Source: an optimization exercise on an open RTL-to-GDS flow (aim: small area). Production flows keep margins and buffers that such runs may drop.
In this exercise RTL edits were held to simulation tests only and were not proved equivalent to the original.
No activity file was given, so power comes from the tool's default toggle rates.

oak:
// b1c_interleaver
module b1c_interleaver (
    input  wire clk,
    input  wire rst,
    input  wire in_valid,
    output wire in_ready,
    input  wire in_bit,
    output wire out_valid,
    input  wire out_ready,
    output wire out_bit
);
Size: roughly 1,700 flip-flops, about 35,000 sq um of cells after synthesis.
==> flow/config.mk <==
export PLATFORM = sky130hd
export DESIGN_NAME = b1c_interleaver
export DESIGN_NICKNAME = b1c_interleaver
export VERILOG_FILES = /design/flow/design.v
export SDC_FILE = /design/flow/constraint.sdc
export NUM_CORES = 4
export LEC_CHECK = 0
export CAP_MARGIN = 20
export CORE_MARGIN = 2
export CORE_UTILIZATION = 60
export PLACE_DENSITY = 0.7
export SLEW_MARGIN = 20
==> flow/constraint.sdc <==
create_clock -name core_clock -period 10.0 [get_ports {clk}]
set_input_delay 2.0000 -clock core_clock [delete_from_list [all_inputs] [get_ports {clk}]]
set_output_delay 2.0000 -clock core_clock [all_outputs]
set_load 0.01 [all_outputs]
standard.sh (not shown) runs the stock make flow with config.mk's settings and CLKGATE_MAP_FILE= SYNTH_SCRIPT=/design/flow/synth_recipe.tcl, a recipe that flattens the netlist after the stock synthesis.
==> flow/flow/run.sh <==
#!/bin/bash
# The standard layout (standard.sh: ORFS from synthesis to the final layout),
# with these changes only:
# - clock-tree synthesis: buf_4 clock buffers, sink clusters of at most 13
#   flip-flops within 40 um, and no dummy loads;
# - the port buffers (one on every input and output, as standard) are buf_1;
# - after clock-tree synthesis, gates with timing slack are downsized
#   (ORFS's power recovery, RECOVER_POWER).
set -euo pipefail
export CTS_ARGS="-sink_clustering_enable -repair_clock_nets -dont_use_dummy_load -buf_list {sky130_fd_sc_hd__buf_4} -sink_clustering_size 13 -sink_clustering_max_diameter 40"
export BUFFER_PORTS_ARGS="-buffer_cell sky130_fd_sc_hd__buf_1"
export RECOVER_POWER=100
bash standard.sh finish > standard_flow.log 2>&1
oak finished every stage and its layout cleared the timing, DRC and antenna checks.
Modified inputs, pine compared to oak
==> flow/flow/run.sh <==
#!/bin/bash
# The standard layout (standard.sh: ORFS from synthesis to the final layout),
# with only the clock-tree synthesis arguments changed: buf_4 clock buffers,
# sink clusters of at most 13 flip-flops within 40 um, and no dummy loads, to
# spend less cell area on the clock tree.
set -euo pipefail
export CTS_ARGS="-sink_clustering_enable -repair_clock_nets -dont_use_dummy_load -buf_list {sky130_fd_sc_hd__buf_4} -sink_clustering_size 13 -sink_clustering_max_diameter 40"
bash standard.sh finish > standard_flow.log 2>&1
[summary]
oak -> pine: clock transition at the registers of the reported paths flat
Compared pine vs oak, and final critical delay including setup and external delays is down in pine.
pine ended up with sky130_fd_sc_hd__dfxtp_1 as its cell type of the slowest stage on the worst timing path; oak ended up with sky130_fd_sc_hd__o31ai_1.
First-pass GRT wire length down 1.9% in pine wrt oak
## Diff of input files: birch against pine
Settings: CTS_CLUSTER_DIAMETER now 80, previously not set; CTS_CLUSTER_SIZE now 18, previously not set; CTS_BUF_LIST now sky130_fd_sc_hd__clkbuf_8, previously not set.
==> flow/run.sh (new file) <==
#!/bin/bash
# synth_recipe.tcl (not shown) runs the flow's synth.tcl, then flattens the netlist and writes it again
# the make line also repeats each setting of config.mk as NAME=value (left out here)
make -C /OpenROAD-flow-scripts/flow DESIGN_CONFIG=/design/flow/config.mk WORK_HOME=/design/flow/orfs CLKGATE_MAP_FILE= SYNTH_SCRIPT=/design/flow/synth_recipe.tcl finish
removed: flow/flow/run.sh
removed: flow/standard.sh
Relative to pine, worst slack on hold paths has increased by 0.056 ns in birch. Re overall routing resource usage: birch is 0.46 points down on pine. Clock insertion delay at the later pin of the skew report: birch vs pine down 0.13 ns. On non-clock inverter count in the final layout, pine and birch are neck and neck. Looking only at wire length of the first global-routing pass, and setting everything else aside, the lower value of pine and birch goes to birch.
[inputs] maple vs birch
Settings: CTS_CLUSTER_SIZE no longer set, was 18; CTS_BUF_LIST no longer set, was sky130_fd_sc_hd__clkbuf_8; CTS_CLUSTER_DIAMETER no longer set, was 80.
==> flow/flow/run.sh (new file) <==
#!/bin/bash
# The standard layout (standard.sh: ORFS from synthesis to the final layout),
# with these changes only:
# - clock-tree synthesis: buf_4 clock buffers (buf_2 above the leaves), sink clusters of at most 13
#   flip-flops within 40 um, and no dummy loads;
# - the port buffers (one on every input and output, as standard) are buf_1;
# - after clock-tree synthesis, gates with timing slack are downsized
#   (ORFS's power recovery, RECOVER_POWER).
set -euo pipefail
export CTS_ARGS="-sink_clustering_enable -repair_clock_nets -dont_use_dummy_load -buf_list {sky130_fd_sc_hd__buf_4} -tree_buf sky130_fd_sc_hd__buf_2 -sink_clustering_size 13 -sink_clustering_max_diameter 40"
export BUFFER_PORTS_ARGS="-buffer_cell sky130_fd_sc_hd__buf_1"
export RECOVER_POWER=100
bash standard.sh finish > standard_flow.log 2>&1
==> flow/standard.sh (new file) <==
#!/bin/bash
# synth_recipe.tcl (not shown) runs the flow's synth.tcl, then flattens the netlist and writes it again
# the make line also repeats each setting of config.mk as NAME=value (left out here)
make -C /OpenROAD-flow-scripts/flow DESIGN_CONFIG=/design/flow/config.mk WORK_HOME=/design/flow/orfs CLKGATE_MAP_FILE= SYNTH_SCRIPT=/design/flow/synth_recipe.tcl "${@:-finish}"
removed: flow/run.sh
Results
Final-layout clock buffer total ended up 48 higher on maple than on birch. maple: power density of the placed cells 3.9 nW/um^2 below birch. maple ends up with a internal power that is 260 uW lower than in birch. In maple relative to birch, power drawn by the clock network had gone down by a little under 10%. Compared to birch, maple shows a narrower setup margin. maple vs birch, library cell contributing the largest single delay on the critical path: sky130_fd_sc_hd__o31ai_1 vs sky130_fd_sc_hd__dfxtp_1. Register-to-register slack on maple is behind birch. Comparing birch against maple, there is no change at all in fraction of synthesized cell area in xor and xnor cells. For wire length on met3, dividing the value from birch by the value from maple gives 0.863. Relative to birch, finished layout cell area has gone down in maple.
--- input diff maple..cedar ---
Settings: CORE_UTILIZATION now 40, was 60; CTS_CLUSTER_DIAMETER now 100, previously not set; PLACE_DENSITY no longer set, was 0.7; CTS_CLUSTER_SIZE now 30, previously not set.
==> flow/run.sh (new file) <==
#!/bin/bash
# synth_recipe.tcl (not shown) runs the flow's synth.tcl, then flattens the netlist and writes it again
# the make line also repeats each setting of config.mk as NAME=value (left out here)
make -C /OpenROAD-flow-scripts/flow DESIGN_CONFIG=/design/flow/config.mk WORK_HOME=/design/flow/orfs CLKGATE_MAP_FILE= SYNTH_SCRIPT=/design/flow/synth_recipe.tcl finish
removed: flow/flow/run.sh
removed: flow/standard.sh
Notes after the runs:
cedar: flow completed, timing, DRC and antenna clean
Every stage of the flow completed for maple, and the final layout passed the timing, DRC and antenna checks.
Post-route cell area (cedar vs. maple) increases by a few percent
Diff maple -> cedar: HPWL after detailed placement saw an increase; final critical path time including I/O delays and setup decreased by 0.19 ns relative to the old numbers; final clock period utilization by the worst path lost 1.9 points.

[re-timing with driven ports]
Ports are ideal in the flow. The routed layouts listed here were re-timed in OpenROAD. Step 1 (the two cells are an assumption about what drives the block):
set clk [get_ports {clk}]
set_driving_cell -lib_cell sky130_fd_sc_hd__clkbuf_16 $clk
set_driving_cell -lib_cell sky130_fd_sc_hd__buf_2 [delete_from_list [all_inputs] $clk]
Step 2 also shifts input and output timing later by t, the mid clock arrival at the registers, as if the neighbouring blocks saw the same clock. Three values: ideal ports, drivers, drivers and shift; two values: the first two.
| run | shift t [ns] | slack for setup (ns) | hold slack, ns | worst setup path at the end | worst data-port slew with drivers (ns) |
|---|---|---|---|---|---|
| oak | 0.848 | 5.260 / 5.212 / 6.060 | 0.250 / 0.250 / 0.250 | register to output | 0.06 |
| pine | 0.845 | 5.289 / 5.244 / 5.823 | 0.270 / 0.270 / 0.270 | input to register | 0.06 |
| birch | 0.733 | 5.397 / 5.345 / 5.798 | 0.325 / 0.325 / 0.325 | input to register | 0.05 |
| maple | 0.927 | 5.160 / 5.109 / 6.037 | 0.221 / 0.221 / 0.221 | register to output | 0.06 |
| cedar | 0.673 | 5.351 / 5.292 / 5.709 | 0.316 / 0.316 / 0.316 | input to register | 0.06 |
After both steps every run listed still meets setup and hold.
